Background: an optimization exercise with open tools, aiming at a short achievable clock period and few clock cycles per item. Do not read the settings as production practice.
Where RTL was checked, it was by simulation tests only, not by an equivalence proof against the original.
For runs 1 to 3, only the layout was checked, not whether the RTL still works.
No activity file was given, so power comes from the tool's default toggle rates.

--- config.mk ---
export PLATFORM = sky130hd
export DESIGN_NAME = remimo_core
export DESIGN_NICKNAME = remimo_core
export VERILOG_FILES = /design/flow/design.v
export SDC_FILE = /design/flow/constraint.sdc
export NUM_CORES = 4
export LEC_CHECK = 0
export ABC_CLOCK_PERIOD_IN_PS = 2500
export CAP_MARGIN = 20
export CORE_MARGIN = 2
export CORE_UTILIZATION = 40
export SETUP_SLACK_MARGIN = 4.0
export SLEW_MARGIN = 20
--- constraint.sdc ---
create_clock -name core_clock -period 7.0 [get_ports {clk}]
set_input_delay 1.4000 -clock core_clock [delete_from_list [all_inputs] [get_ports {clk}]]
set_output_delay 1.4000 -clock core_clock [all_outputs]
set_load 0.01 [all_outputs]
--- design.v ---
module remimo_core (
    input  wire        clk,
    input  wire        rst,         
    output wire        mem_req,
    output wire        mem_we,
    output wire [15:0] mem_addr,
    output wire [15:0] mem_wdata,
    input  wire        mem_ready,
    input  wire [15:0] mem_rdata,
    output wire        halted,
    output wire [1:0]  cause,       
    output wire [15:0] pc,
    output wire [15:0] r0,
    output wire [15:0] r1,
    output wire [15:0] r2,
    output wire [15:0] r3,
    output wire [3:0]  flags        
);
    localparam CAUSE_PC  = 2'd1;
    localparam CAUSE_OP  = 2'd2;
    localparam CAUSE_EA  = 2'd3;
    reg        halt_q;
    reg [1:0]  cause_q;
    reg [15:0] pc_q;                
    reg [15:0] fpc;                 
    reg        irv;                 
    reg        ir_pcf;              
    reg [15:0] ir;
    reg [15:0] epc;                 
    reg [15:0] epc1;                
    reg        ptk;                 
    reg [15:0] opa;                 
    reg [15:0] opb;                 
    reg [15:0] opx;                 
    reg [15:0] opm;                 
    reg        c_and, c_or, c_ar, c_sub, c_sh, c_mov, c_mem, c_st;
    reg        c_b, c_bc, c_bad, c_fl, c_cin;
    reg [3:0]  c_we;                
    reg        dph;
    reg        dst;
    reg [3:0]  dwe;                 
    reg [15:0] ea;
    reg [15:0] wd;
    reg [15:0] x0, x1, x2, x3;
    reg        fc, fn, fv, fz;
    function automatic cond_true(input [3:0] c, input f_c, input f_n, input f_v, input f_z);
        case (c)
            4'd0:  cond_true = f_z;
            4'd1:  cond_true = ~f_z;
            4'd2:  cond_true = f_c;
            4'd3:  cond_true = ~f_c;
            4'd4:  cond_true = f_n;
            4'd5:  cond_true = ~f_n;
            4'd6:  cond_true = f_v;
            4'd7:  cond_true = ~f_v;
            4'd8:  cond_true = f_c & ~f_z;
            4'd9:  cond_true = ~f_c | f_z;
            4'd10: cond_true = (f_n == f_v);
            4'd11: cond_true = (f_n != f_v);
            4'd12: cond_true = ~f_z & (f_n == f_v);
            4'd13: cond_true = f_z | (f_n != f_v);
            4'd14: cond_true = 1'b0;
            default: cond_true = 1'b1;
        endcase
    endfunction
    wire ex    = irv & ~dph & ~halt_q;
    wire ex_ok = ex & ~ir_pcf;
    wire        cin   = c_sub ^ (c_cin & fc);
    wire [16:0] sum17 = {1'b0, opa} + {1'b0, opx} + {16'd0, cin};
    wire        ar_c  = sum17[16] ^ c_sub;
    wire        ar_v  = (opa[15] == opx[15]) & ((opa[15] != sum17[15]) ^ c_sub);
    wire [3:0] sh_amt = ir[3:0];
    reg [15:0] sh_val;
    always @(*) begin
        if (sh_amt == 4'd0)
            sh_val = opb;
        else if (!ir[6])
            sh_val = opb << sh_amt;
        else if (!ir[5])
            sh_val = opb >> sh_amt;
        else
            sh_val = $unsigned($signed(opb) >>> sh_amt);
        if (ir[7])
            sh_val = ~sh_val;
    end
    wire [15:0] res = ({16{c_and}} & (opa & opb))
                    | ({16{c_or}}  & (opa | opb))
                    | ({16{c_ar}}  & sum17[15:0])
                    | ({16{c_sh}}  & sh_val)
                    | ({16{c_mov}} & opm);
    wire [3:0] ex_we = c_we & {4{ex_ok}};
    wire       ex_fl = c_fl & ex_ok;
    wire        ex_tk     = c_b | (c_bc & cond_true(ir[11:8], fc, fn, fv, fz));
    wire [15:0] ex_target = c_bc ? epc1 + {{8{ir[7]}}, ir[7:0]} : {4'd0, ir[11:0]};
    wire        redirect  = ex_ok & (ex_tk != ptk);
    wire [15:0] redir_pc  = ex_tk ? ex_target : epc1;
    wire        ex_mem = ex_ok & c_mem;
    wire [16:0] ea17   = {1'b0, opb} + {9'd0, ir[7:0]};
    wire f_pc = ex & ir_pcf;
    wire f_op = ex_ok & c_bad;
    wire f_ea = ex_mem & ea17[16];
    wire ex_fault = f_pc | f_op | f_ea;
    assign mem_req   = ~halt_q & (dph | ~fpc[15]);
    assign mem_we    = dph & dst;
    assign mem_addr  = dph ? ea : fpc;
    assign mem_wdata = wd;
    wire dp_done  = dph & mem_ready;
    wire dp_patch = dp_done & dst & irv & ~ir_pcf & (ea == epc);
    wire [15:0] w    = dph ? (dp_patch ? wd : ir) : mem_rdata;
    wire [15:0] fpc1 = fpc + 16'd1;
    wire [3:0]  fw_we  = dph ? (dwe & {4{dp_done & ~dst}}) : ex_we;
    wire [15:0] fw_val = dph ? mem_rdata : res;
    wire [3:0]  wop   = w[15:12];
    wire [1:0]  wd_r  = w[11:10];
    wire [1:0]  ws_r  = w[9:8];
    wire        wimm  = (wd_r == ws_r);
    wire        w_alu = (wop[3:2] == 2'b00);
    reg [15:0] xd_rd, xs_rd;
    always @(*) begin
        case (wd_r)
            2'd0: xd_rd = fw_we[0] ? fw_val : x0;
            2'd1: xd_rd = fw_we[1] ? fw_val : x1;
            2'd2: xd_rd = fw_we[2] ? fw_val : x2;
            default: xd_rd = fw_we[3] ? fw_val : x3;
        endcase
        case (ws_r)
            2'd0: xs_rd = fw_we[0] ? fw_val : x0;
            2'd1: xs_rd = fw_we[1] ? fw_val : x1;
            2'd2: xs_rd = fw_we[2] ? fw_val : x2;
            default: xs_rd = fw_we[3] ? fw_val : x3;
        endcase
    end
    wire [15:0] w_b   = (w_alu & wimm) ? {9'd0, w[6:0]} : xs_rd;
    wire        w_sub = (wop == 4'd3);
    wire [15:0] w_x   = w_sub ? ~w_b : w_b;
    wire [15:0] w_mr  = w[8] ? {w[7:0], 8'd0} : {8'd0, w[7:0]};
    wire [15:0] w_m   = w[9] ? ~w_mr : w_mr;
    wire        w_wr  = (w_alu & (wimm | ~w[4])) | (wop == 4'd6) | (wop == 4'd7);
    wire [3:0]  w_we  = {4{w_wr}} & (4'b0001 << wd_r);
    wire        ex_sets_flags = ex_fl;
    wire        w_isb  = (wop == 4'd8);
    wire        w_isbc = (wop == 4'd9);
    wire        w_cond = ex_sets_flags ? w[7] : cond_true(w[11:8], fc, fn, fv, fz);
    wire        w_pred = w_isb | (w_isbc & (w[11:8] == 4'd15 | (w[11:8] != 4'd14 & w_cond)));
    wire [15:0] w_tgt  = w[12] ? fpc1 + {{8{w[7]}}, w[7:0]} : {4'd0, w[11:0]};
    wire if_run  = ~dph & ~halt_q;
    wire if_ok   = if_run & (fpc[15] | mem_ready);
    wire if_keep = if_ok & ~redirect & ~ex_fault;
    wire if_halt = if_keep & ~ex_mem & (fpc[15] | (wop > 4'd9));
    wire cap = if_ok | dp_done;
    wire [3:0] x_we = fw_we;
    always @(posedge clk) begin
        if (rst) begin
            x0 <= 16'd0;
            x1 <= 16'd0;
            x2 <= 16'd0;
            x3 <= 16'd0;
        end else begin
            if (x_we[0]) x0 <= fw_val;
            if (x_we[1]) x1 <= fw_val;
            if (x_we[2]) x2 <= fw_val;
            if (x_we[3]) x3 <= fw_val;
        end
    end
    always @(posedge clk) begin
        if (rst) begin
            fc <= 1'b0;
            fn <= 1'b0;
            fv <= 1'b0;
            fz <= 1'b0;
        end else if (ex_fl) begin
            fc <= c_ar & ar_c;
            fn <= res[15];
            fv <= c_ar & ar_v;
            fz <= (res == 16'd0);
        end
    end
    always @(posedge clk) begin
        if (cap) begin
            opa   <= xd_rd;
            opb   <= w_b;
            opx   <= w_x;
            opm   <= w_m;
            c_and <= (wop == 4'd0);
            c_or  <= (wop == 4'd1);
            c_ar  <= (wop[3:1] == 3'b001);
            c_sub <= w_sub;
            c_sh  <= (wop == 4'd6);
            c_mov <= (wop == 4'd7);
            c_mem <= (wop[3:1] == 3'b010);
            c_st  <= (wop == 4'd5);
            c_b   <= w_isb;
            c_bc  <= w_isbc;
            c_bad <= (wop > 4'd9);
            c_fl  <= w_alu & w[7];
            c_cin <= (wop[3:1] == 3'b001) & ~wimm & w[5];
            c_we  <= w_we;
        end
    end
    always @(posedge clk) begin
        if (rst) begin
            halt_q  <= 1'b0;
            cause_q <= 2'd0;
            pc_q    <= 16'd0;
            fpc     <= 16'd0;
            irv     <= 1'b0;
            ir_pcf  <= 1'b0;
            ir      <= 16'd0;
            epc     <= 16'd0;
            epc1    <= 16'd0;
            ptk     <= 1'b0;
            dph     <= 1'b0;
            dst     <= 1'b0;
            dwe     <= 4'd0;
            ea      <= 16'd0;
            wd      <= 16'd0;
        end else if (!halt_q) begin
            if (dph) begin
                if (mem_ready)
                    dph <= 1'b0;
                if (dp_patch) begin
                    ir   <= wd;
                    ptk  <= 1'b0;
                    fpc  <= epc1;
                end
            end else begin
                if (ex_fault) begin
                    halt_q  <= 1'b1;
                    cause_q <= f_pc ? CAUSE_PC : f_op ? CAUSE_OP : CAUSE_EA;
                    pc_q    <= epc;
                end else if (if_halt) begin
                    halt_q  <= 1'b1;
                    cause_q <= fpc[15] ? CAUSE_PC : CAUSE_OP;
                    pc_q    <= fpc;
                end
                if (ex_mem) begin
                    dph <= ~f_ea;
                    dst <= c_st;
                    dwe <= c_we | ({4{~c_st}} & (4'b0001 << ir[11:10]));
                    ea  <= ea17[15:0];
                    wd  <= opa;
                end
                irv <= if_keep;
                if (if_ok) begin
                    ir     <= w;
                    ir_pcf <= fpc[15];
                    epc    <= fpc;
                    epc1   <= fpc1;
                    ptk    <= w_pred;
                end
                if (redirect)
                    fpc <= redir_pc;
                else if (if_ok)
                    fpc <= w_pred ? w_tgt : fpc1;
            end
        end
    end
    assign halted = halt_q;
    assign cause  = cause_q;
    assign pc     = pc_q;
    assign r0     = x0;
    assign r1     = x1;
    assign r2     = x2;
    assign r3     = x3;
    assign flags  = {fc, fn, fv, fz};
endmodule
--- run.sh ---
#!/bin/bash
# synth_recipe.tcl (not shown) runs the flow's synth.tcl, then flattens the netlist and writes it again
# the make line also repeats each setting of config.mk as NAME=value (left out here)
make -C /OpenROAD-flow-scripts/flow DESIGN_CONFIG=/design/flow/config.mk WORK_HOME=/design/flow/orfs CLKGATE_MAP_FILE= SYNTH_SCRIPT=/design/flow/synth_recipe.tcl finish
==> impl_metrics.ini, run 1 <==
[logic_synthesis]
synth_area_leaders = dfxtp_1 20%, edfxtp_1 13%, nand2_1 5.9%
synth_edf_count = 81
synthDistinctLibCells = 88
yosysTopAreaCell = dfxtp_1
syn_area_mm2 = 0.0187
ys.flop_type = dfxtp_1
synth_nets = 2332
synth_top_area_frac = 0.204
synth_seq_cells = 272
yosysWarnings = 1
syn_avg_cell_area_um2 = 8.30
syn_inst = 2253
yosysSeqAreaShare = 0.335
async_reset_ff_frac = 0

[final_layout]
stdcell_area_mm2 = 0.0276
drive_gt1_frac = 0.342
nets = 2680
fin_cells = 3235
area_delta_synth_final_pct = 47.7

[cts]
clock_latency_ns = 0.57
cts.clk_slew.worst_paths_ns = 0.06
postCtsHoldBufs = 0
clock_sinks = 272
cts_tree = built
root_buffer = clkbuf_16
cts.htree.levels = 2
cts_made_buffers = 35
cts_buffer_depth = 3

[pwr]
pwr-share-seq = 0.199
p_sw_frac = 0.463
power_frac_comb = 0.674
power.density_mw_per_mm2 = 530
vdd_drop_max_v = 0.000215
cell_internal_pwr_w = 0.00787
total_power_w = 0.0147
leakage_nw = 10.6
switchingPower_w = 0.00679
power_frac_clock = 0.127

[global_route]
grt_pass1_vias = 19400
grt_start_max_net_pins = 97
grt_use_total = 0.331
antenna_found_initial = 2
grt_pass1_wl_um = 121000
grt_overflow = 0

[timing]
finalSetupViolations = 0
tightest_slew_ns = 1.12
setup_tns_ns = 0
hold_viol_final = 0
min_period_over_period = 0.655
fmax_ghz = 0.218
skew_ns = 0.0235
slew_violations = 0
hold_ws_ns = 0.473
rsz0062_at_grt = true
finalCriticalPeriod_ns = 4.58
slew_headroom = 0.254

[route]
drt_iter0_markers = 2427
via_count = 20500
viasPerCell = 6.33
avgRoutedWirePerCell_um = 26.1
wl_um = 84400
dr.pass1.iters = 6
drc = 0
antenna_violating_nets_post_route = 0

[setup_path]
cp-end-kind = register
path_cells = xor2_2 > or4_4 > nor3_4 > and2_4 > buf_6 > buf_4 > buf_4 > mux2i_1 > a21oi_1 > buf_4 > ha_4 > nand2_1 > o21ai_2 > a31oi_4 > a2111oi_4 > nor3_2 > o21bai_1 > a21oi_1 > xnor2_1 > a2111o_1 > a31oi_1
crit_arrival_ns = 5.06
startpoint_type = register
crit_cells = 21
cpMaxStageDelayCell = or4_4
r2r_cells = 21
critPathBufInv = 4
crit_top_cell = buf_4
max_stage_delay_ns = 0.57
path_class = register to register
cp.required_ns = 7.48
cp_max_fo = 5
cp_top_family = compound AO/OA/AOI/OAI gates

[die]
die_y_um = 220
ioPinCount = 140
dieArea_mm2 = 0.0485
start_util = 0.403
placementRows = 79
die_x_um = 220
core_mm2 = 0.0464

[place]
io_buffers = 139
hpwl_um = 52800
gp_congestion = 0.944
dp_cells = 2874
place_area_mm2 = 0.0210

[run]
cap_violations = 0

[hold_path]
hold_path_class = register to register
min_path_cells = 2

[run_status]
status = timing/DRC/antenna clean
[metrics by stage]
step                 util  worst slack (ns)
finish              0.596              2.42
global route        0.596              2.21
CTS                 0.552              2.46
detailed placement  0.454              1.07
global placement    0.454              1.16
floorplan               -              2.23
[cell usage after synthesis (all sizes together), types with 7 or more instances]
| master | count |
|---|---|
| nand2b | 14 |
| nand4 | 17 |
| a221oi | 9 |
| mux4 | 31 |
| buf | 42 |
| a31o | 10 |
| nor4 | 7 |
| mux2 | 42 |
| o22ai | 12 |
| dfxtp | 191 |
| clkbuf | 130 |
| ha | 55 |
| o31ai | 18 |
| nor2 | 248 |
| xnor2 | 72 |
| o21bai | 7 |
| nor3 | 68 |
| and2 | 27 |
| nand2 | 294 |
| a211oi | 51 |
| a211o | 11 |
| edfxtp | 81 |
| o211ai | 28 |
| a222oi | 11 |
| and3 | 11 |
| inv | 53 |
| o21ai | 97 |
| o21a | 16 |
| o311ai | 10 |
| xor2 | 48 |
| a31oi | 36 |
| a21o | 31 |
| nand3 | 54 |
| a22oi | 15 |
| a21oi | 182 |
| mux2i | 91 |
| nor2b | 26 |
| or3 | 10 |
[worst min-delay path: cells and delay by family, from the launching register on]
family / cells / cell delay (ns)
compound gates: 1 / 0.05
simple gates: 1 / 0.05
flops: 1 / 0.32
[layout make-up]
type | instances | area, um^2
Fill cell | 3792 | 18700
Multi-Input combinational cell | 1759 | 14300
Sequential cell | 272 | 6290
Timing Repair Buffer | 476 | 4880
Clock buffer | 47 | 1000
Tap cell | 607 | 759
Inverter | 57 | 231
Clock inverter | 15 | 154
Antenna cell | 2 | 5.00
[cell usage in the layout (no fill, tap or decap), types with 27 or more instances in the layout]
| cell type | n |
|---|---|
| a211oi_1 | 34 |
| a21o_1 | 31 |
| a21oi_1 | 131 |
| a21oi_2 | 38 |
| buf_12 | 31 |
| buf_4 | 217 |
| buf_6 | 90 |
| clkbuf_16 | 42 |
| clkdlybuf4s50_1 | 118 |
| dfxtp_1 | 172 |
| edfxtp_1 | 81 |
| ha_1 | 48 |
| inv_1 | 47 |
| mux2_4 | 27 |
| mux2i_1 | 49 |
| mux4_2 | 31 |
| nand2_1 | 267 |
| nand3_1 | 47 |
| nor2_1 | 205 |
| nor3_1 | 51 |
| o211ai_1 | 28 |
| o21ai_0 | 47 |
| xnor2_1 | 61 |
| xor2_1 | 43 |
[power by group through the flow]
stage / clock network, W / logic (W) / registers (W)
2_1_floorplan: 0 / 0.00454 / 0.00265
3_3_place_gp: 0 / 0.00618 / 0.00306
3_5_place_dp: 0 / 0.00625 / 0.00307
4_1_cts: 0.00188 / 0.00843 / 0.00286
5_1_grt: 0.00193 / 0.0104 / 0.00296
6_report: 0.00186 / 0.00987 / 0.00292
[registers in the layout (all words and copies together) (netlist names), 2 cells and up]
signal and cells:
ea 16, epc1 16, fpc 16, ir 16, opa 16, opb 16
opm 16, opx 16, pc_q 16, wd 16, x0 16, x1 16
x2 16, x3 16, epc 15, c_we 4, dwe 4, cause_q 2
[path summary, 6_finish.rpt]
| check | to | slack, ns | startpoint |
|---|---|---|---|
| setup / recovery | fpc[15] | 2.42 | epc[2] |
| hold / removal | ir[15] | 0.47 | ir[15] |
| setup reg to reg | fpc[15] | 2.42 | epc[2] |
| hold reg to reg | ir[15] | 0.47 | ir[15] |
[metal layers]
metal  wire length (um)  vias to the layer above  GRT usage  share of wire
met5                 31                        -          0        0.00037
met4               5300                        4      0.174          0.063
met3               7970                      339     0.0653          0.094
met2              37900                     1237      0.518           0.45
met1              33200                     9962      0.433           0.39
li1                   -                     8939          -              -
[cells by family (layout without fill, tap and decap cells)]
| family | after synthesis | in the layout | share of synthesized area |
|---|---|---|---|
| simple gates | 801 | 803 | 0.191 |
| compound gates | 607 | 612 | 0.217 |
| flops | 272 | 272 | 0.335 |
| buf+inv | 229 | 595 | 0.0481 |
| mux | 164 | 164 | 0.111 |
| xor+xnor | 120 | 120 | 0.0562 |
| fa+ha+maj | 60 | 60 | 0.0422 |
| other cells | 0 | 2 | 0 |
[timing repair]
item	4_1_cts	5_1_grt
pin swaps	110	118
endpoints found under the setup margin	251	212
setup buffers	191	88
gates cloned	13	5
resized for setup	435	270
==> run 2, diff against run 1 <==
--- a/design.v
+++ b/design.v
@@ -63,10 +63,46 @@
             default: cond_true = 1'b1;
         endcase
     endfunction
+    function automatic [16:0] kadd16(input [15:0] a, input [15:0] b, input ci);
+        reg [15:0] p, g, gg, pp, ng, np;
+        integer i, d;
+        begin
+            p  = a ^ b;
+            g  = a & b;
+            gg = g;
+            gg[0] = g[0] | (p[0] & ci);
+            pp = p;
+            for (d = 1; d < 16; d = d * 2) begin
+                ng = gg;
+                np = pp;
+                for (i = d; i < 16; i = i + 1) begin
+                    ng[i] = gg[i] | (pp[i] & gg[i-d]);
+                    np[i] = pp[i] & pp[i-d];
+                end
+                gg = ng;
+                pp = np;
+            end
+            kadd16 = {gg[15], p ^ {gg[14:0], ci}};
+        end
+    endfunction
+    function automatic [16:0] kinc16(input [15:0] a);
+        reg [15:0] pp, np;
+        integer i, d;
+        begin
+            pp = a;
+            for (d = 1; d < 16; d = d * 2) begin
+                np = pp;
+                for (i = d; i < 16; i = i + 1)
+                    np[i] = pp[i] & pp[i-d];
+                pp = np;
+            end
+            kinc16 = {pp[15], a ^ {pp[14:0], 1'b1}};
+        end
+    endfunction
     wire ex    = irv & ~dph & ~halt_q;
     wire ex_ok = ex & ~ir_pcf;
     wire        cin   = c_sub ^ (c_cin & fc);
-    wire [16:0] sum17 = {1'b0, opa} + {1'b0, opx} + {16'd0, cin};
+    wire [16:0] sum17 = kadd16(opa, opx, cin);
     wire        ar_c  = sum17[16] ^ c_sub;
     wire        ar_v  = (opa[15] == opx[15]) & ((opa[15] != sum17[15]) ^ c_sub);
     wire [3:0] sh_amt = ir[3:0];
@@ -91,11 +127,12 @@
     wire [3:0] ex_we = c_we & {4{ex_ok}};
     wire       ex_fl = c_fl & ex_ok;
     wire        ex_tk     = c_b | (c_bc & cond_true(ir[11:8], fc, fn, fv, fz));
-    wire [15:0] ex_target = c_bc ? epc1 + {{8{ir[7]}}, ir[7:0]} : {4'd0, ir[11:0]};
+    wire [16:0] ex_bt     = kadd16(epc1, {{8{ir[7]}}, ir[7:0]}, 1'b0);
+    wire [15:0] ex_target = c_bc ? ex_bt[15:0] : {4'd0, ir[11:0]};
     wire        redirect  = ex_ok & (ex_tk != ptk);
     wire [15:0] redir_pc  = ex_tk ? ex_target : epc1;
     wire        ex_mem = ex_ok & c_mem;
-    wire [16:0] ea17   = {1'b0, opb} + {9'd0, ir[7:0]};
+    wire [16:0] ea17   = kadd16(opb, {8'd0, ir[7:0]}, 1'b0);
     wire f_pc = ex & ir_pcf;
     wire f_op = ex_ok & c_bad;
     wire f_ea = ex_mem & ea17[16];
@@ -105,10 +142,11 @@
     assign mem_addr  = dph ? ea : fpc;
     assign mem_wdata = wd;
     wire dp_done  = dph & mem_ready;
-    wire dp_patch = dp_done & dst & irv & ~ir_pcf & (ea == epc);
-    wire [15:0] w    = dph ? (dp_patch ? wd : ir) : mem_rdata;
-    wire [15:0] fpc1 = fpc + 16'd1;
-    wire [3:0]  fw_we  = dph ? (dwe & {4{dp_done & ~dst}}) : ex_we;
+    wire dp_hit   = dst & irv & ~ir_pcf & (ea == epc);
+    wire [15:0] w    = dph ? (dp_hit ? wd : ir) : mem_rdata;
+    wire [16:0] fpc1c = kinc16(fpc);
+    wire [15:0] fpc1  = fpc1c[15:0];
+    wire [3:0]  fw_we  = dph ? dwe : ex_we;
     wire [15:0] fw_val = dph ? mem_rdata : res;
     wire [3:0]  wop   = w[15:12];
     wire [1:0]  wd_r  = w[11:10];
@@ -137,18 +175,26 @@
     wire [15:0] w_m   = w[9] ? ~w_mr : w_mr;
     wire        w_wr  = (w_alu & (wimm | ~w[4])) | (wop == 4'd6) | (wop == 4'd7);
     wire [3:0]  w_we  = {4{w_wr}} & (4'b0001 << wd_r);
-    wire        ex_sets_flags = ex_fl;
     wire        w_isb  = (wop == 4'd8);
     wire        w_isbc = (wop == 4'd9);
-    wire        w_cond = ex_sets_flags ? w[7] : cond_true(w[11:8], fc, fn, fv, fz);
-    wire        w_pred = w_isb | (w_isbc & (w[11:8] == 4'd15 | (w[11:8] != 4'd14 & w_cond)));
-    wire [15:0] w_tgt  = w[12] ? fpc1 + {{8{w[7]}}, w[7:0]} : {4'd0, w[11:0]};
+    wire [15:0] r      = mem_rdata;
+    wire        r_cond = ex_fl ? r[7] : cond_true(r[11:8], fc, fn, fv, fz);
+    wire        r_pred = (r[15:12] == 4'd8)
+                       | ((r[15:12] == 4'd9) & (r[11:8] == 4'd15 | (r[11:8] != 4'd14 & r_cond)));
+    wire [16:0] t_lo16 = kadd16({8'd0, fpc1[7:0]}, {8'd0, r[7:0]}, 1'b0);
+    wire [8:0]  t_lo   = t_lo16[8:0];
+    wire [7:0]  t_hi0  = fpc1[15:8];
+    wire [16:0] t_hip16 = kadd16({8'd0, fpc1[15:8]}, 16'd1, 1'b0);
+    wire [16:0] t_him16 = kadd16({8'd0, fpc1[15:8]}, 16'hffff, 1'b0);
+    wire [7:0]  t_hip  = t_hip16[7:0];
+    wire [7:0]  t_him  = t_him16[7:0];
+    wire [7:0]  t_hi   = (t_lo[8] == r[7]) ? t_hi0 : (t_lo[8] ? t_hip : t_him);
+    wire [15:0] r_tgt  = r[12] ? {t_hi, t_lo[7:0]} : {4'd0, r[11:0]};
     wire if_run  = ~dph & ~halt_q;
     wire if_ok   = if_run & (fpc[15] | mem_ready);
     wire if_keep = if_ok & ~redirect & ~ex_fault;
-    wire if_halt = if_keep & ~ex_mem & (fpc[15] | (wop > 4'd9));
-    wire cap = if_ok | dp_done;
-    wire [3:0] x_we = fw_we;
+    wire if_halt = if_keep & ~ex_mem & (fpc[15] | (r[15:12] > 4'd9));
+    wire [3:0] x_we = dph ? (dwe & {4{mem_ready}}) : ex_we;
     always @(posedge clk) begin
         if (rst) begin
             x0 <= 16'd0;
@@ -176,7 +222,8 @@
         end
     end
     always @(posedge clk) begin
-        if (cap) begin
+        begin
+            ir    <= w;
             opa   <= xd_rd;
             opb   <= w_b;
             opx   <= w_x;
@@ -205,7 +252,6 @@
             fpc     <= 16'd0;
             irv     <= 1'b0;
             ir_pcf  <= 1'b0;
-            ir      <= 16'd0;
             epc     <= 16'd0;
             epc1    <= 16'd0;
             ptk     <= 1'b0;
@@ -218,18 +264,16 @@
             if (dph) begin
                 if (mem_ready)
                     dph <= 1'b0;
-                if (dp_patch) begin
-                    ir   <= wd;
+                if (dp_hit) begin
                     ptk  <= 1'b0;
                     fpc  <= epc1;
                 end
             end else begin
-                if (ex_fault) begin
-                    halt_q  <= 1'b1;
-                    cause_q <= f_pc ? CAUSE_PC : f_op ? CAUSE_OP : CAUSE_EA;
+                halt_q <= ex_fault | if_halt;
+                if (ex & (ir_pcf | c_bad | c_mem)) begin
+                    cause_q <= ir_pcf ? CAUSE_PC : c_bad ? CAUSE_OP : CAUSE_EA;
                     pc_q    <= epc;
-                end else if (if_halt) begin
-                    halt_q  <= 1'b1;
+                end else begin
                     cause_q <= fpc[15] ? CAUSE_PC : CAUSE_OP;
                     pc_q    <= fpc;
                 end
@@ -240,18 +284,15 @@
                     ea  <= ea17[15:0];
                     wd  <= opa;
                 end
-                irv <= if_keep;
-                if (if_ok) begin
-                    ir     <= w;
-                    ir_pcf <= fpc[15];
-                    epc    <= fpc;
-                    epc1   <= fpc1;
-                    ptk    <= w_pred;
-                end
+                irv    <= if_keep;
+                ir_pcf <= fpc[15];
+                epc    <= fpc;
+                epc1   <= fpc1;
+                ptk    <= r_pred;
                 if (redirect)
                     fpc <= redir_pc;
                 else if (if_ok)
-                    fpc <= w_pred ? w_tgt : fpc1;
+                    fpc <= r_pred ? r_tgt : fpc1;
             end
         end
     end
==> run 2 against run 1 <==
Worst hold slack better by 0.010 ns. Largest power group is now registers. Combinational power down 83%. Highest routed layer is now met4. Die area increased by 0.70%. Utilization is 0.80 points lower. Critical path type is now input pin to register.
==> impl_metrics.ini, run 2 <==
[timing]
hold_viol_final = 0
setup_tns_ns = 0
skew_ns = 0.0366
slew_headroom = 0.228
fmax_ghz = 0.271
finalCriticalPeriod_ns = 3.69
tightest_slew_ns = 1.16
min_period_over_period = 0.526
finalSetupViolations = 0
hold_ws_ns = 0.483
rsz0062_at_grt = true
slew_violations = 0

[logic_synthesis]
synth_area_leaders = dfxtp_1 29%, nand2_1 6.6%, a21oi_1 6.2%
ys_top_cells_by_count = 333 x nand2_1, 285 x nor2_1, 272 x dfxtp_1
yosysTopAreaCell = dfxtp_1
syn_avg_cell_area_um2 = 7.71
synth_seq_cells = 272
synth_top_area_frac = 0.289
ys.flop_type = dfxtp_1
synth_edf_count = 0
synth_nets = 2517
synthDistinctLibCells = 103
async_reset_ff_frac = 0
yosysMostFrequentCell = nand2_1
syn_inst = 2442
syn_area_mm2 = 0.0188
yosysWarnings = 1
yosysSeqAreaShare = 0.289

[route]
drt_iter0_markers = 2625
avgRoutedWirePerCell_um = 26.4
antenna_violating_nets_post_route = 0
viasPerCell = 6.45
drc = 0
dr.pass1.iters = 9
wl_um = 88400
via_count = 21600

[die]
ioPinCount = 140
start_util = 0.405
die_y_um = 221
dieArea_mm2 = 0.0488
core_mm2 = 0.0466
placementRows = 79
die_x_um = 221

[final_layout]
drive_gt1_frac = 0.337
layout_commonest_cell = nand2_1
diodes = 0
fillCellCount = 4080
area_delta_synth_final_pct = 45.3
nets = 2799
final_cell_mix = 292 x nand2_1, 251 x nor2_1, 202 x dfxtp_1, 190 x buf_4, 170 x a21oi_1

[cts]
clock_latency_ns = 0.62
cts_buffer_depth = 3
cts.htree.levels = 1
clock_sinks = 272
cts_made_buffers = 31
postCtsHoldBufs = 0
cts_tree = built
root_buffer = clkbuf_16
cts.clk_slew.worst_paths_ns = 0.06

[place]
io_buffers = 139
hpwl_um = 57300
gp_congestion = 0.985

[pwr]
power.density_mw_per_mm2 = 190
vdd_drop_max_v = 0.000253
leakage_nw = 10.7

[global_route]
antenna_found_initial = 0
grt_use_total = 0.337
grt_pass1_vias = 20300
grt_pass1_wl_um = 129000
grt_start_max_net_pins = 79
grt_overflow = 0

[hold_path]
hold_path_class = register to register

[run]
cap_violations = 0

[setup_path]
path_class = input pin to register
cp_max_fo = 4
cp-end-kind = register
startpoint_type = input pin
crit_arrival_ns = 4.20
cp.required_ns = 7.51

[run_status]
status = timing/DRC/antenna clean
==> run 2: worst max-delay path, stage by stage <==
cell	delay, ns
buf_8	0.11
ha_4	0.16
fa_2	0.35
a21oi_2	0.20
o211ai_1	0.11
buf_4	0.17
o41a_1	0.41
buf_6	0.15
xnor2_4	0.29
buf_6	0.15
nor3_4	0.03
xnor2_1	0.16
nand3_1	0.19
a221oi_2	0.29
==> run 2: cell families (layout without fill, tap and decap cells) <==
kind of cell | after synthesis | after routing | synth area share
AOI/OAI and AO/OA | 693 | 694 | 0.249
xor gates and xnor gates | 114 | 114 | 0.0530
adders and majority gates | 56 | 56 | 0.0392
buffers and inverters | 268 | 572 | 0.0591
DFF | 272 | 272 | 0.289
muxes | 143 | 143 | 0.0959
and+or+nand+nor | 896 | 897 | 0.215
==> run 2: where the power goes <==
part / internal [W] / switching (W)
clock: 0.00104 / 0.000734
combinational: 0.000735 / 0.000914
sequential: 0.00164 / 0.000142
==> run 2: through the flow <==
step / util / setup WS, ns / cells / power [W] / cell area, um^2
5_1_grt: 0.588 / 3.26 / 3355 / 0.00535 / 27400
2_1_floorplan: - / 3.09 / 2442 / 0.00253 / 19300
3_5_place_dp: 0.446 / 2.09 / 3023 / 0.00290 / 20800
4_1_cts: 0.545 / 3.38 / 3276 / 0.00495 / 25400
3_3_place_gp: 0.446 / 2.20 / 3023 / 0.00289 / 20800
6_report: 0.588 / 3.31 / 3355 / 0.00520 / 27400
==> run 2: final cells by class <==
class | instances | area (um^2) | share of cell area
multi-input cells | 1904 | 15000 | 0.547
flip-flops and latches | 272 | 5580 | 0.204
repair buffers | 450 | 4630 | 0.169
clock buffers | 41 | 883 | 0.0323
well taps | 607 | 759 | 0.0277
inverters | 64 | 319 | 0.0117
clock inverters | 16 | 213 | 0.00777
repair inverters | 1 | 8.76 | 0.000320
==> run 2: final timing paths <==
path	startpoint	to	slack, ns	depth (start not counted)
max	mem_rdata[0]	fpc[13]	3.31	14
min	cause_q[0]	cause_q[0]	0.48	1
max reg2reg	c_sub	opb[10]	3.37	13
min reg2reg	cause_q[0]	cause_q[0]	0.48	1
==> run 2: repair_timing <==
item,CTS,global route
setup endpoints to repair,241,217
cloned,9,3
setup buffers,187,76
pin swaps,129,165
resized for setup,569,336
==> run 2: per-layer routing <==
metal | vias to the layer above | global-route usage | routed length [um]
met5 | - | 0 | 0
met4 | 0 | 0.186 | 6190
met3 | 384 | 0.0563 | 9260
met2 | 1530 | 0.523 | 38700
met1 | 10300 | 0.445 | 34300
li1 | 9419 | - | -
==> run 3, diff against run 2 <==
--- a/design.v
+++ b/design.v
@@ -23,6 +23,8 @@
     reg [1:0]  cause_q;
     reg [15:0] pc_q;                
     reg [15:0] fpc;                 
+    reg        req_q, we_q;         
+    reg [15:0] addr_q;
     reg        irv;                 
     reg        ir_pcf;              
     reg [15:0] ir;
@@ -43,6 +45,10 @@
     reg [15:0] wd;
     reg [15:0] x0, x1, x2, x3;
     reg        fc, fn, fv, fz;
+    localparam BTB_N = 8;
+    reg [BTB_N-1:0] bt_v;
+    reg [15:0]      bt_tag [0:BTB_N-1];
+    reg [15:0]      bt_tgt [0:BTB_N-1];
     function automatic cond_true(input [3:0] c, input f_c, input f_n, input f_v, input f_z);
         case (c)
             4'd0:  cond_true = f_z;
@@ -119,11 +125,15 @@
         if (ir[7])
             sh_val = ~sh_val;
     end
-    wire [15:0] res = ({16{c_and}} & (opa & opb))
-                    | ({16{c_or}}  & (opa | opb))
-                    | ({16{c_ar}}  & sum17[15:0])
-                    | ({16{c_sh}}  & sh_val)
-                    | ({16{c_mov}} & opm);
+    wire [15:0] res_o = ({16{c_and}} & (opa & opb))
+                      | ({16{c_or}}  & (opa | opb))
+                      | ({16{c_sh}}  & sh_val)
+                      | ({16{c_mov}} & opm);
+    wire [15:0] res   = c_ar ? sum17[15:0] : res_o;
+    wire [15:0] z_p    = opa ^ opx;
+    wire [15:0] z_k    = opa | opx;
+    wire        z_ar   = (z_p == {z_k[14:0], cin});
+    wire        z_fast = (c_ar & z_ar) | (c_and & ~|(opa & opb)) | (c_or & ~|(opa | opb));
     wire [3:0] ex_we = c_we & {4{ex_ok}};
     wire       ex_fl = c_fl & ex_ok;
     wire        ex_tk     = c_b | (c_bc & cond_true(ir[11:8], fc, fn, fv, fz));
@@ -137,13 +147,13 @@
     wire f_op = ex_ok & c_bad;
     wire f_ea = ex_mem & ea17[16];
     wire ex_fault = f_pc | f_op | f_ea;
-    assign mem_req   = ~halt_q & (dph | ~fpc[15]);
-    assign mem_we    = dph & dst;
-    assign mem_addr  = dph ? ea : fpc;
+    assign mem_req   = req_q;
+    assign mem_we    = we_q;
+    assign mem_addr  = addr_q;
     assign mem_wdata = wd;
     wire dp_done  = dph & mem_ready;
     wire dp_hit   = dst & irv & ~ir_pcf & (ea == epc);
-    wire [15:0] w    = dph ? (dp_hit ? wd : ir) : mem_rdata;
+    wire [15:0] w     = dph ? (dp_hit ? wd : ir) : mem_rdata;
     wire [16:0] fpc1c = kinc16(fpc);
     wire [15:0] fpc1  = fpc1c[15:0];
     wire [3:0]  fw_we  = dph ? dwe : ex_we;
@@ -175,25 +185,38 @@
     wire [15:0] w_m   = w[9] ? ~w_mr : w_mr;
     wire        w_wr  = (w_alu & (wimm | ~w[4])) | (wop == 4'd6) | (wop == 4'd7);
     wire [3:0]  w_we  = {4{w_wr}} & (4'b0001 << wd_r);
-    wire        w_isb  = (wop == 4'd8);
-    wire        w_isbc = (wop == 4'd9);
     wire [15:0] r      = mem_rdata;
-    wire        r_cond = ex_fl ? r[7] : cond_true(r[11:8], fc, fn, fv, fz);
-    wire        r_pred = (r[15:12] == 4'd8)
-                       | ((r[15:12] == 4'd9) & (r[11:8] == 4'd15 | (r[11:8] != 4'd14 & r_cond)));
-    wire [16:0] t_lo16 = kadd16({8'd0, fpc1[7:0]}, {8'd0, r[7:0]}, 1'b0);
-    wire [8:0]  t_lo   = t_lo16[8:0];
-    wire [7:0]  t_hi0  = fpc1[15:8];
-    wire [16:0] t_hip16 = kadd16({8'd0, fpc1[15:8]}, 16'd1, 1'b0);
-    wire [16:0] t_him16 = kadd16({8'd0, fpc1[15:8]}, 16'hffff, 1'b0);
-    wire [7:0]  t_hip  = t_hip16[7:0];
-    wire [7:0]  t_him  = t_him16[7:0];
-    wire [7:0]  t_hi   = (t_lo[8] == r[7]) ? t_hi0 : (t_lo[8] ? t_hip : t_him);
-    wire [15:0] r_tgt  = r[12] ? {t_hi, t_lo[7:0]} : {4'd0, r[11:0]};
+    wire        r_b    = (r[15:12] == 4'd8);
+    wire        r_bc   = (r[15:12] == 4'd9);
+    wire        r_eqne = (r[11:9] == 3'd0);
+    wire        r_know = ~ex_fl | r_eqne | (r[11:9] == 3'd7);
+    wire        r_cond = ~ex_fl ? cond_true(r[11:8], fc, fn, fv, fz)
+                       : r_eqne ? (z_fast ^ r[8]) : r[8];
+    wire [2:0]  bt_i   = fpc[2:0];
+    wire        bt_hit = bt_v[bt_i] & (bt_tag[bt_i] == fpc);
+    wire        r_btb  = r_bc & bt_hit & (~r_know | r_cond);
+    wire        r_pred = r_b | r_btb;
     wire if_run  = ~dph & ~halt_q;
     wire if_ok   = if_run & (fpc[15] | mem_ready);
     wire if_keep = if_ok & ~redirect & ~ex_fault;
     wire if_halt = if_keep & ~ex_mem & (fpc[15] | (r[15:12] > 4'd9));
+    reg [15:0] fpc_n;
+    always @(*) begin
+        if (dph)
+            fpc_n = dp_hit ? epc1 : fpc;
+        else if (redirect)
+            fpc_n = redir_pc;
+        else if (!if_ok)
+            fpc_n = fpc;
+        else if (r_b)
+            fpc_n = {4'd0, r[11:0]};
+        else if (r_btb)
+            fpc_n = bt_tgt[bt_i];
+        else
+            fpc_n = fpc1;
+    end
+    wire dph_n  = (ex_mem & ~f_ea) | (dph & ~mem_ready);
+    wire halt_n = ex_fault | if_halt;
     wire [3:0] x_we = dph ? (dwe & {4{mem_ready}}) : ex_we;
     always @(posedge clk) begin
         if (rst) begin
@@ -221,35 +244,58 @@
             fz <= (res == 16'd0);
         end
     end
+    wire [2:0] bu_i = dph ? ea[2:0] : epc[2:0];
     always @(posedge clk) begin
-        begin
-            ir    <= w;
-            opa   <= xd_rd;
-            opb   <= w_b;
-            opx   <= w_x;
-            opm   <= w_m;
-            c_and <= (wop == 4'd0);
-            c_or  <= (wop == 4'd1);
-            c_ar  <= (wop[3:1] == 3'b001);
-            c_sub <= w_sub;
-            c_sh  <= (wop == 4'd6);
-            c_mov <= (wop == 4'd7);
-            c_mem <= (wop[3:1] == 3'b010);
-            c_st  <= (wop == 4'd5);
-            c_b   <= w_isb;
-            c_bc  <= w_isbc;
-            c_bad <= (wop > 4'd9);
-            c_fl  <= w_alu & w[7];
-            c_cin <= (wop[3:1] == 3'b001) & ~wimm & w[5];
-            c_we  <= w_we;
+        if (rst) begin
+            bt_v <= {BTB_N{1'b0}};
+        end else if (!halt_q) begin
+            if (dph) begin
+                if (dst && bt_tag[bu_i] == ea)
+                    bt_v[bu_i] <= 1'b0;
+            end else if (ex_ok && c_bc) begin
+                if (ex_tk)
+                    bt_v[bu_i] <= 1'b1;
+                else if (bt_tag[bu_i] == epc)
+                    bt_v[bu_i] <= 1'b0;
+            end
+        end
+    end
+    always @(posedge clk) begin
+        if (!dph && ex_ok && c_bc && ex_tk) begin
+            bt_tag[bu_i] <= epc;
+            bt_tgt[bu_i] <= ex_bt[15:0];
         end
     end
     always @(posedge clk) begin
+        ir    <= w;
+        opa   <= xd_rd;
+        opb   <= w_b;
+        opx   <= w_x;
+        opm   <= w_m;
+        c_and <= (wop == 4'd0);
+        c_or  <= (wop == 4'd1);
+        c_ar  <= (wop[3:1] == 3'b001);
+        c_sub <= w_sub;
+        c_sh  <= (wop == 4'd6);
+        c_mov <= (wop == 4'd7);
+        c_mem <= (wop[3:1] == 3'b010);
+        c_st  <= (wop == 4'd5);
+        c_b   <= (wop == 4'd8);
+        c_bc  <= (wop == 4'd9);
+        c_bad <= (wop > 4'd9);
+        c_fl  <= w_alu & w[7];
+        c_cin <= (wop[3:1] == 3'b001) & ~wimm & w[5];
+        c_we  <= w_we;
+    end
+    always @(posedge clk) begin
         if (rst) begin
             halt_q  <= 1'b0;
             cause_q <= 2'd0;
             pc_q    <= 16'd0;
             fpc     <= 16'd0;
+            req_q   <= 1'b1;
+            we_q    <= 1'b0;
+            addr_q  <= 16'd0;
             irv     <= 1'b0;
             ir_pcf  <= 1'b0;
             epc     <= 16'd0;
@@ -261,15 +307,16 @@
             ea      <= 16'd0;
             wd      <= 16'd0;
         end else if (!halt_q) begin
+            fpc    <= fpc_n;
+            dph    <= dph_n;
+            halt_q <= halt_n;
+            req_q  <= ~halt_n & (dph_n | ~fpc_n[15]);
+            we_q   <= ~halt_n & dph_n & (dph ? dst : c_st);
+            addr_q <= dph_n ? (dph ? ea : ea17[15:0]) : fpc_n;
             if (dph) begin
-                if (mem_ready)
-                    dph <= 1'b0;
-                if (dp_hit) begin
-                    ptk  <= 1'b0;
-                    fpc  <= epc1;
-                end
+                if (dp_hit)
+                    ptk <= 1'b0;
             end else begin
-                halt_q <= ex_fault | if_halt;
                 if (ex & (ir_pcf | c_bad | c_mem)) begin
                     cause_q <= ir_pcf ? CAUSE_PC : c_bad ? CAUSE_OP : CAUSE_EA;
                     pc_q    <= epc;
@@ -278,9 +325,8 @@
                     pc_q    <= fpc;
                 end
                 if (ex_mem) begin
-                    dph <= ~f_ea;
                     dst <= c_st;
-                    dwe <= c_we | ({4{~c_st}} & (4'b0001 << ir[11:10]));
+                    dwe <= {4{~c_st}} & (4'b0001 << ir[11:10]);
                     ea  <= ea17[15:0];
                     wd  <= opa;
                 end
@@ -289,10 +335,6 @@
                 epc    <= fpc;
                 epc1   <= fpc1;
                 ptk    <= r_pred;
-                if (redirect)
-                    fpc <= redir_pc;
-                else if (if_ok)
-                    fpc <= r_pred ? r_tgt : fpc1;
             end
         end
     end
==> run 3 against run 2 <==
Still clean. Clock skew up 0.00098 ns. Synthesized cell count up 40%. Worst setup slack worse by 0.26 ns. Utilization down 6.1 points. Critical path depth up 1. Flip-flop and latch count up 285. Design area up 52%. Cell count up 42%. Clock power up 89%. Sequential power up 120%. Critical endpoint is now addr_q[3].
==> impl_metrics.ini, run 3 <==
[timing]
rsz0062_at_grt = true
slew_headroom = 0.240
slew_violations = 0
skew_ns = 0.0376
setup_tns_ns = 0
fmax_ghz = 0.253
finalCriticalPeriod_ns = 3.94
min_period_over_period = 0.564
hold_viol_final = 0
tightest_slew_ns = 1.14
finalSetupViolations = 0

[global_route]
grt_overflow = 0
grt_start_max_net_pins = 86
grt_pass1_vias = 28000
grt_use_total = 0.306
grt_pass1_wl_um = 188000
antenna_found_initial = 7

[hold_path]
min_path_cells = 2
hold_path_class = register to register

[pwr]
vdd_drop_max_v = 0.000157
leakage_nw = 15.2
power.density_mw_per_mm2 = 237

[route]
avgRoutedWirePerCell_um = 27.8
dr.pass1.iters = 6
drc = 0
wl_um = 132000
antenna_violating_nets_post_route = 0
viasPerCell = 6.35
drt_iter0_markers = 3724
via_count = 30200

[logic_synthesis]
syn_area_mm2 = 0.0320
synth_area_leaders = edfxtp_1 24%, dfxtp_1 19%, mux4_2 5.7%
syn_inst = 3412
yosysSeqAreaShare = 0.429
synth_edf_count = 256
ys_top_cells_by_count = 460 x nand2_1, 320 x nor2_1, 301 x dfxtp_1
async_reset_ff_frac = 0
yosysWarnings = 1
synth_top_area_frac = 0.240
synth_seq_cells = 557
yosysTopAreaCell = edfxtp_1
ys.flop_type = dfxtp_1
synth_nets = 3493
synthDistinctLibCells = 98
yosysMostFrequentCell = nand2_1
syn_avg_cell_area_um2 = 9.37

[run]
cap_violations = 0

[cts]
cts_buffer_depth = 3
cts.clk_slew.worst_paths_ns = 0.06
cts_tree = built
root_buffer = clkbuf_16
clock_latency_ns = 0.64
cts_made_buffers = 66
postCtsHoldBufs = 0
cts.htree.levels = 3
clock_sinks = 557

[final_layout]
fin_util = 0.527
area_delta_synth_final_pct = 30.5
drive_gt1_frac = 0.276
top_regs = bt_tag x128, bt_tgt x128
layout_commonest_cell = nand2_1
final_cell_mix = 432 x nand2_1, 297 x nor2_1, 256 x edfxtp_1, 201 x a21oi_1, 200 x dfxtp_1
nets = 3735
diodes = 0

[place]
io_buffers = 139
gp_congestion = 0.984
hpwl_um = 83100

[die]
dieArea_mm2 = 0.0822
ioPinCount = 140
die_y_um = 287
start_util = 0.404
core_mm2 = 0.0791
placementRows = 103
die_x_um = 287

[setup_path]
path_class = register to register
cp-end-kind = register
cp_max_fo = 5
r2r_cells = 15
crit_arrival_ns = 4.49
cp.required_ns = 7.55
startpoint_type = register

[run_status]
status = timing/DRC/antenna clean
run 3: what timing repair did:
action | CTS | global route
endpoints found under the hold margin | 0 | 0
endpoints found under the setup margin | 632 | 464
setup buffers | 123 | 77
gates resized for setup | 541 | 267
pin swaps | 114 | 124
gates cloned | 15 | 8
run 3: layout make-up:
type                       count  area, um^2
clock buffer                  83        1780
clock inverter                35         283
fill                        6994       37400
inverter                      87         375
multi-input combinational   2494       19200
sequential                   557       13900
tap                         1050        1310
timing repair buffer         447        4830
timing repair inverter         1        7.51
run 3: through the flow:
stage,hold slack (ns),cells,power [W],setup WS (ns),cell area (um^2)
after CTS,0.460,4669,0.00961,3.25,39700
after detailed placement,0.453,4413,0.00592,1.91,34400
final,0.455,4754,0.00991,3.06,41700
after floorplan,0.435,3412,0.00517,3.24,32200
after global placement,0.442,4413,0.00592,1.93,34400
after global routing,0.480,4754,0.0102,3.00,41700
run 3: kinds of logic (layout without fill, tap and decap cells):
logic type,Yosys count,count (layout),synth area share
buffers and inverters,361,653,0.0464
AOI/OAI and AO/OA,867,867,0.183
xor gates and xnor gates,166,166,0.0455
DFF,557,557,0.429
adders and majority gates,62,62,0.0252
muxes,237,237,0.107
and+or+nand+nor,1162,1162,0.164
run 3: metal layers:
layer / global-route usage / up-vias / share of wire
met4: 0.180 / 6 / 0.072
met2: 0.465 / 2113 / 0.43
li1: - / 13100 / -
met1: 0.405 / 14500 / 0.38
met3: 0.0610 / 547 / 0.11
met5: 0 / - / 0.00029
run 3: final timing paths:
kind	to	slack (ns)
worst max-delay path	addr_q[3]	3.06
worst min-delay path	register	0.46
worst max register to register	addr_q[3]	3.06
worst min register to register	register	0.46
run 3: where the power goes:
part	total (W)	internal (W)	switching (W)
clock network	0.00335	0.00189	0.00146
registers	0.00383	0.00360	0.000230
logic	0.00273	0.00113	0.00159
run 3: critical path, cell delays in order, from the launching register on:
cell and delay [ns]:
dfxtp_4 0.37, buf_6 0.16, buf_4 0.15, mux4_2 0.48, mux2i_1 0.33, nand2_1 0.09, o22ai_1 0.40, o2111ai_1 0.31
nor4b_4 0.43, buf_4 0.18, buf_6 0.12, buf_16 0.14, mux2i_2 0.21, a22oi_2 0.11, a211o_1 0.26, a21oi_1 0.12
==> run 4, diff against run 3 <==
--- a/design.v
+++ b/design.v
@@ -253,15 +253,12 @@
                 if (dst && bt_tag[bu_i] == ea)
                     bt_v[bu_i] <= 1'b0;
             end else if (ex_ok && c_bc) begin
-                if (ex_tk)
-                    bt_v[bu_i] <= 1'b1;
-                else if (bt_tag[bu_i] == epc)
-                    bt_v[bu_i] <= 1'b0;
+                bt_v[bu_i] <= ex_tk;
             end
         end
     end
     always @(posedge clk) begin
-        if (!dph && ex_ok && c_bc && ex_tk) begin
+        if (!dph && ex_ok && c_bc) begin
             bt_tag[bu_i] <= epc;
             bt_tgt[bu_i] <= ex_bt[15:0];
         end
--- a/config.mk
+++ b/config.mk
@@ -5,9 +5,8 @@
 export SDC_FILE = /design/flow/constraint.sdc
 export NUM_CORES = 4
 export LEC_CHECK = 0
-export ABC_CLOCK_PERIOD_IN_PS = 2500
 export CAP_MARGIN = 20
 export CORE_MARGIN = 2
 export CORE_UTILIZATION = 40
-export SETUP_SLACK_MARGIN = 4.0
+export SETUP_SLACK_MARGIN = 5.0
 export SLEW_MARGIN = 20
==> run 4 against run 3 <==
Still clean. Design area is 15% higher. Power is 38% higher. Die area is 0.46% lower. Critical path type unchanged. Largest power group is now combinational cells.
==> impl_metrics.ini, run 4 <==
[route]
dr.pass1.iters = 8
dr_wl_met3_um = 20100
avgRoutedWirePerCell_um = 29.3
met1Wirelength_um = 55600
routed.top_layer = met5
met2_length_um = 62400
wl_um = 148000
drc = 0
viasPerCell = 6.49
antenna_violating_nets_post_route = 0
via_count = 32900
drt_iter0_markers = 4920

[global_route]
grt_pass1_vias = 29700
grt_use_total = 0.329
grt_start_max_net_pins = 80
antenna_found_initial = 2
grt_overflow = 0
grt_pass1_wl_um = 202000

[final_layout]
nets = 4043
multi_input_area_mm2 = 0.0213
fillCellCount = 6156
layout_commonest_cell = nand2_1
final_cell_mix = 399 x nand2_1, 380 x buf_4, 274 x nor2_1, 261 x buf_6, 256 x edfxtp_1
diodes = 0
stdcell_area_mm2 = 0.0480
area_delta_synth_final_pct = 50.8
seq_area_mm2 = 0.0142
top_regs = bt_tag x128, bt_tgt x128
drive_gt1_frac = 0.465

[pwr]
total_power_w = 0.0136
leakage_nw = 17.3
vdd_drop_max_v = 0.000202
power.density_mw_per_mm2 = 284

[timing]
setup_tns_ns = 0
hold_ws_ns = 0.466
fmax_ghz = 0.279
slew_violations = 0
tightest_slew_ns = 0.991
fin_ws_ns = 3.41
skew_ns = 0.0847
finalCriticalPeriod_ns = 3.59
rsz0062_at_grt = true
slew_headroom = 0.333
min_period_over_period = 0.512
finalSetupViolations = 0
hold_viol_final = 0

[place]
place_ws_ns = 2.21
gp_congestion = 0.965
place_area_mm2 = 0.0354
io_buffers = 139
hpwl_um = 82300

[logic_synthesis]
async_reset_ff_frac = 0
yosysSeqAreaShare = 0.431
yosysMostFrequentCell = nand2_1
synth_area_leaders = edfxtp_1 24%, dfxtp_1 19%, mux4_2 6.1%
synth_seq_cells = 557
syn_inst = 3378
synth_nets = 3459
synth_top_area_frac = 0.242
ys_top_cells_by_count = 428 x nand2_1, 305 x nor2_1, 301 x dfxtp_1
yosysWarnings = 1
syn_avg_cell_area_um2 = 9.42
yosysTopAreaCell = edfxtp_1
ys.flop_type = dfxtp_1
synthDistinctLibCells = 98
syn_area_mm2 = 0.0318
synth_edf_count = 256

[cts]
cts_made_buffers = 61
cts.clk_slew.worst_paths_ns = 0.06
cts_buffer_depth = 3
cts_tree = built
clock_latency_ns = 0.71
clock_sinks = 557
cts.htree.levels = 2
root_buffer = clkbuf_16

[die]
ioPinCount = 140
start_util = 0.404
die_x_um = 286
dieArea_mm2 = 0.0818
core_mm2 = 0.0789
die_y_um = 286
placementRows = 103

[setup_path]
rr_endpoint = fz
crit_arrival_ns = 4.15
cp-end-kind = register
startpoint_type = register
r2r_cells = 12
cp_max_fo = 5
r2r_slack_ns = 3.41
r2r-start = ir[0]
path_class = register to register
cp.required_ns = 7.56

[hold_path]
min_path_cells = 2
holdPathEnd = bt_v[6]
hold_path_class = register to register
worstHoldStart = bt_v[6]

[run]
cap_violations = 0

[run_status]
status = timing/DRC/antenna clean
## run 4: through the flow
step | util | std cells
2_1_floorplan | - | 3378
3_3_place_gp | 0.448 | 4347
3_5_place_dp | 0.448 | 4347
4_1_cts | 0.561 | 4838
5_1_grt | 0.609 | 5064
6_report | 0.609 | 5064
## run 4: critical path, stage by stage, from the launching register on
cell and delay, ns:
dfxtp_4 0.38, buf_12 0.14, buf_8 0.12, buf_6 0.11, nor2_1 0.40, a211oi_2 0.21
a211oi_2 0.41, mux2i_2 0.40, or2_4 0.20, nand4_1 0.12, a2111o_1 0.37, or4b_1 0.48
o21ai_1 0.15
## run 4: cells by family after synthesis
kind of cell | after synthesis | share of synthesized area
AO/OA/AOI/OAI | 891 | 0.190
XOR/XNOR | 154 | 0.0424
adder cells (fa/ha/maj) | 62 | 0.0253
buffers and inverters | 374 | 0.0476
flip-flops | 557 | 0.431
multiplexers | 226 | 0.107
AND/OR/NAND/NOR | 1114 | 0.157
## run 4: metal layers
metal  vias up  track usage
met1     15800        0.446
met4         4        0.156
li1      13800            -
met5         -            0
met3       662       0.0919
met2      2579        0.485
## run 4: final cells by class
| type | instances | area share |
|---|---|---|
| timing repair inverter | 5 | 0.00123 |
| clock buffer | 81 | 0.0366 |
| sequential | 557 | 0.295 |
| multi-input combinational | 2467 | 0.444 |
| clock inverter | 34 | 0.00811 |
| inverter | 91 | 0.00996 |
| timing repair buffer | 779 | 0.178 |
| tap | 1050 | 0.0274 |
## run 4: worst max-delay path by stage
| stage | startpoint | to |
|---|---|---|
| finish | ir[0] | fz |
| detailed placement | mem_rdata[9] | opx[0] |
| CTS | fc | opx[12] |
| global placement | mem_rdata[9] | opx[0] |
| floorplan | mem_rdata[11] | addr_q[10] |
| global route | fc | fz |
## run 4: report_power, final
part           total (W)  switching [W]  internal [W]
Sequential       0.00429       0.000475       0.00382
Combinational    0.00590        0.00329       0.00261
Clock            0.00345        0.00149       0.00196
## run 4: what timing repair did
item                                    4_1_cts  5_1_grt
buffers inserted                            339      205
endpoints found under the setup margin      797      736
gates resized for setup                    1376      358
gates cloned                                 37       21
hold buffers                                  0        0
pin swaps                                   153      204
Testbench counts of run 4, summed over its fixed seeds: cycles 120,233, instrs 103,265.
==> run 5, diff against run 4 <==
--- a/config.mk
+++ b/config.mk
@@ -7,6 +7,6 @@
 export LEC_CHECK = 0
 export CAP_MARGIN = 20
 export CORE_MARGIN = 2
-export CORE_UTILIZATION = 40
+export CORE_UTILIZATION = 65
 export SETUP_SLACK_MARGIN = 5.0
 export SLEW_MARGIN = 20
==> run 5 against run 4 <==
The flow now stops in 5_1_grt. Synthesized area unchanged. Synthesized cell count unchanged.
==> impl_metrics.ini, run 5 <==
[run_status]
status = stopped before the end
haltStage = 5_1_grt
error = [ERROR GRT-0116] Global routing finished with congestion. Check the congestion regions in the DRC Viewer.

[place]
hpwl_um = 87100
io_buffers = 139
gp_congestion = 1.06

[die]
ioPinCount = 140
die_x_um = 225
placementRows = 81
start_util = 0.654
die_y_um = 225

[logic_synthesis]
yosysWarnings = 1
yosysMostFrequentCell = nand2_1
yosysSeqAreaShare = 0.431
syn_inst = 3378
synth_nets = 3459
synthDistinctLibCells = 98
synth_edf_count = 256
ys_top_cells_by_count = 428 x nand2_1, 305 x nor2_1, 301 x dfxtp_1
synth_top_area_frac = 0.242
synth_seq_cells = 557
synth_area_leaders = edfxtp_1 24%, dfxtp_1 19%, mux4_2 6.1%
syn_avg_cell_area_um2 = 9.42
ys.flop_type = dfxtp_1
async_reset_ff_frac = 0
syn_area_mm2 = 0.0318
yosysTopAreaCell = edfxtp_1

[global_route]
grt_use_total = 0.927
grt_start_max_net_pins = 70
grt_pass1_wl_um = 338000
grt_overflow = 2748
grt_pass1_vias = 44300

[cts]
postCtsHoldBufs = 0
cts_buffer_depth = 3
root_buffer = clkbuf_16
cts_made_buffers = 58
cts.htree.levels = 2
clock_sinks = 557
## run 5: kinds of logic after synthesis
family	share of synthesized area
and+or+nand+nor	0.157
DFF	0.431
AOI/OAI and AO/OA	0.190
muxes	0.107
xor gates and xnor gates	0.0424
buffers and inverters	0.0476
adders and majority gates	0.0253
## run 5: metrics by stage
step           area (um^2)  hold slack [ns]   util  std cells  worst slack, ns
3_3_place_gp         34900            0.440  0.716       3924             2.43
4_1_cts              44900            0.463  0.923       4497             3.41
2_1_floorplan        34300            0.432      -       3378             3.63
3_5_place_dp         34900            0.453  0.716       3924             2.47
## run 5: power groups by stage
stage	Sequential (W)	Clock, W	Combinational (W)
floorplan	0.00404	0	0.00287
global placement	0.00432	0	0.00379
detailed placement	0.00433	0	0.00387
CTS	0.00420	0.00312	0.00547
## run 5: per-layer routing
metal	GRT overflow	global-route usage
met4	452	0.829
met3	492	0.864
met2	922	1.00
met5	68	0.746
met1	814	0.960
## run 5: worst max-delay path by stage
stage	start	endpoint	slack (ns)	cells after the start
floorplan	mem_rdata[11]	addr_q[10]	3.63	12
global placement	mem_rdata[11]	addr_q[10]	2.43	11
detailed placement	mem_rdata[11]	addr_q[10]	2.47	11
CTS	fc	opx[12]	3.41	15
## run 5: timing repair
item,CTS
gates cloned,39
buffers inserted,425
endpoints found under the setup margin,798
pin swaps,212
resized for setup,1490

==> afterwards: timing with drivers on the ports <==
In the flow no input, the clock included, has a driving cell. The finished layouts below were timed again as built, in two steps. Step 1: set_driving_cell puts a clkbuf_16 on clk and a buf_2 on each other input, an assumption about the parent block. Step 2, shift: input delay + t, output delay - t, t = (earliest + latest rising clock arrival at the registers) / 2. This alone moves slack from input paths to output paths. Slacks: ideal ports / drivers / drivers and shift; pairs: ideal ports / drivers.
run	t (ns)	slack for setup (ns)	hold WS [ns]	worst register clock-pin slew, ns
run 1	0.612	2.418 / 2.418 / 1.944	0.473 / 0.473 / 0.473	0.06 / 0.06
run 2	0.668	3.315 / 3.337 / 2.669	0.483 / 0.483 / 0.483	0.07 / 0.07
run 3	0.693	3.055 / 3.055 / 2.444	0.455 / 0.455 / 0.455	0.07 / 0.07
run 4	0.746	3.413 / 3.413 / 2.921	0.466 / 0.466 / 0.466	0.07 / 0.07
After both steps every run listed still meets setup and hold. The setup slack of run 2, which loses most, moves by +0.022 ns with the drivers and by -0.646 ns with both steps.
